From an optimization exercise on the open Yosys and OpenROAD flow, aimed at small area, a short achievable clock period and few clock cycles per item; shortcuts taken in it are not production practice. Where RTL was checked, it was by simulation tests only, not by an equivalence proof against the original.

// isg_extract
module isg_extract (
    input  wire        clk,
    input  wire        rst,         
    input  wire        cfg_we,
    input  wire [5:0]  cfg_addr,
    input  wire [5:0]  cfg_pos,
    input  wire [6:0]  npos,        
    input  wire [31:0] qstep,       
    input  wire        variant,     
    input  wire        in_valid,
    input  wire [7:0]  in_data,
    output wire        in_ready,
    output reg         done,
    output reg  [63:0] bits_out
);
For scale: ~11000 cells after synthesis, roughly 2400 flip-flops, roughly 0.11 mm^2 of cells after synthesis.
==> flow/config.mk <==
export PLATFORM = sky130hd
export DESIGN_NAME = isg_extract
export DESIGN_NICKNAME = isg_extract
export VERILOG_FILES = /design/flow/design.v
export SDC_FILE = /design/flow/constraint.sdc
export NUM_CORES = 4
export LEC_CHECK = 0
export ABC_AREA = 1
export CAP_MARGIN = 20
export CORE_MARGIN = 2
export CORE_UTILIZATION = 55
export PLACE_DENSITY = 0.7
export SLEW_MARGIN = 20
==> flow/constraint.sdc <==
create_clock -name core_clock -period 13.0 [get_ports {clk}]
set_input_delay 2.6000 -clock core_clock [delete_from_list [all_inputs] [get_ports {clk}]]
set_output_delay 2.6000 -clock core_clock [all_outputs]
set_load 0.01 [all_outputs]
run.sh (not shown) runs the stock make flow with config.mk's settings and CLKGATE_MAP_FILE= SYNTH_SCRIPT=/design/flow/synth_recipe.tcl, a recipe that flattens the netlist after the stock synthesis.
Rerun with:
--- a/flow/design.v
+++ b/flow/design.v
@@ -56,15 +56,15 @@
     wire signed [7:0] s7 = tail_in;
     wire signed [8:0] e0 = s0 + s7, e1 = s1 + s6, e2 = s2 + s5, e3 = s3 + s4;
     wire signed [8:0] o0 = s0 - s7, o1 = s1 - s6, o2 = s2 - s5, o3 = s3 - s4;
     reg signed [8:0]  f_e0, f_e1, f_e2, f_e3;
     reg signed [8:0]  f_o0, f_o1, f_o2, f_o3;
     reg [2:0]         f_x;
     always @(posedge clk) begin
-        if (fen) begin
+        if (c[2:0] == 3'd7) begin
             f_e0 <= e0; f_e1 <= e1; f_e2 <= e2; f_e3 <= e3;
             f_o0 <= o0; f_o1 <= o1; f_o2 <= o2; f_o3 <= o3;
             f_x  <= c[5:3];
         end
     end
     wire       rev_load, rev_stream, rev_recirc, rev_tag;
     wire [2:0] rev_k;
@@ -102,37 +102,29 @@
                     .idle_all(idle_all), .last_res(last_res), .nx(st_a0), .blk_now());
     isg_sched u_s1 (.acc(1'b1), .st(st_now), .smp_v(smp_v), .ptot(ptot), .thr(thr),
                     .idle_all(idle_all), .last_res(last_res), .nx(st_a1), .blk_now(blk_a1));
     wire [SW-1:0] st_rst = {6'd63, 6'd0, 1'b1, 1'b0, 4'd0, 3'd0,
                             1'b1, 1'b1, 1'b0, 1'b0, 3'd0,
                             1'b0, 1'b0, 1'b0, 1'b0, 3'd0,
                             1'b0, 1'b0, 2'd0};
-    wire [5:0] c_nx = rst ? 6'd63 : (accept ? st_a1[SW-1:SW-6] : st_a0[SW-1:SW-6]);
-    reg        fen, men;
-    reg  [2:0] jr;
-    always @(posedge clk) begin
-        fen <= (c_nx[2:0] == 3'd7);
-        men <= (c_nx[2:0] == 3'd6);
-        jr  <= c_nx[2:0] + 3'd1;
-    end
     always @(posedge clk) begin
         if (rst) begin
             st_r0 <= st_rst[SW-13:0]; st_r1 <= st_rst[SW-13:0]; sel_r <= 1'b0;
             in_ready_r <= 1'b1; c <= 6'd63; ld_cnt <= 6'd0;
         end else begin
             st_r0 <= st_a0[SW-13:0]; st_r1 <= st_a1[SW-13:0]; sel_r <= accept;
             {c, ld_cnt, in_ready_r} <= accept ? st_a1[SW-1:SW-13] : st_a0[SW-1:SW-13];
         end
     end
     always @(posedge clk) begin
-        if (men) begin
+        if (c[2:0] == 3'd6) begin
             meta_k <= rev_k; meta_tag <= rev_tag;
         end
     end
-    wire [2:0] rd_j = jr;
+    wire [2:0] rd_j = c[2:0] + 3'd1;
     reg  [5:0] posr;
     reg  [2:0] r_j, r_k;
     reg        r_tag;
     always @(posedge clk) begin
         posr  <= pos_tab[{meta_k, rd_j}];
         r_j   <= rd_j;
         r_k   <= meta_k;
Effect:
- register-to-register slack is worse by 410 ps
- global-route usage rose by 1.3 points
- flip-flop and latch count went down by 5
- synthesized cell count drops by 1.1%
- worst setup slack gets worse by 410 ps
- count of clock-buffer cells in the layout grows by 8
- via count shrinks by 0.74%
- die area came out lower by 0.55%
- first-iteration DRC count goes down by 8.9%
- routed wire length is higher by 3.2%
- non-clock buffer count climbs by 2
- hold slack degrades by 34 ps
- design area fell by 0.67%
No functional check of the RTL was part of any run of this note.

========
== before ==
Another version of the RTL of isg_extract (not shown whole).
Size: ~11000 cells after synthesis, about 2400 flip-flops, roughly 130 I/O pins, roughly 110000 sq um of cells after synthesis.
make LEC_CHECK=0 ABC_AREA=1 CAP_MARGIN=20 CORE_MARGIN=2 CORE_UTILIZATION=55 PLACE_DENSITY=0.7 SLEW_MARGIN=20 finish   # period 13.0 ns
Testbench counts of before, summed over its fixed seeds: cycles 26,064, items 320.
[inputs] after vs before
--- a/flow/design.v
+++ b/flow/design.v
@@ -617,17 +617,17 @@
     wire [35:0]  res_head = resv[287:252];
     wire         head_pend = res_head[35];
     wire         head_tag  = res_head[34];
     wire [5:0]   head_p    = res_head[33:28];
     wire [27:0]  head_c    = res_head[27:0];
     reg          out_tag;
     wire         d_free = !dbusy || (dcnt == 5'd0);
-    wire         take = d_free && head_pend && (head_tag == out_tag);
+    wire         take = d_free && head_pend && (head_tag == out_tag) && !rst;
     wire [35:0]  res_in = h_v ? {1'b1, h_tag, h_p, h_c}
-                              : {head_pend & ~take, res_head[34:0]};
+                              : {head_pend & ~take & ~rst, res_head[34:0]};
     integer ri;
     reg [7:0] pend_bits;
     always @* begin
         for (ri = 0; ri < 8; ri = ri + 1)
             pend_bits[ri] = resv[36*ri + 35];
     end
     assign any_pend = |pend_bits;
Results
From before to after the numbers moved as follows: instance area after placement moved down; post-synth net total dropped about 1.2%; initial antenna violation count shows a reduction of 3; compound-gate portion of the synthesized area roughly the same; register cell area after layout comparable.
after ended up with a lower area growth from synthesis to layout than before did.
The die of after is smaller than the one used in before.
Wire length on met1: after vs before down 11000 um
From before to after the numbers moved as follows: sequential share of layout area +0.33 points, post-synthesis area per instance climbed 0.81%, fraction of area in multi-input gates flat.
Testbench counts of after, summed over its fixed seeds: cycles 26,064, items 320.

port drivers added, routing unchanged:
In the flow no input, the clock included, has a driving cell. The finished layouts below were timed again as built, in two steps. Step 1 assumes that a clkbuf_16 drives the clock port and a buf_2 every other input. Step 2 moves the port delays by t, midway between the first and last clock arrival at a register: inputs arrive t later, outputs are due t later. That takes back most of the time a late clock gives input paths. Slacks: ideal ports / drivers / drivers and shift; pairs: ideal ports / drivers.
run	t (ns)	setup WS [ns]	worst setup path after step 2	slew at the worst register clock pin (ns)
the first run of note 1	0.952	8.156 / 8.156 / 7.604	input to register	0.07 / 0.07
the second run of note 1	0.944	7.749 / 7.749 / 7.749	register to register	0.07 / 0.07
before	0.932	8.161 / 8.161 / 8.161	register to register	0.07 / 0.07
after	0.946	7.765 / 7.832 / 6.885	input to register	0.07 / 0.07
After both steps setup and hold are still met in every run listed. For after, which loses most, drivers alone change the setup slack by +0.067 ns; drivers and shift together by -0.880 ns.
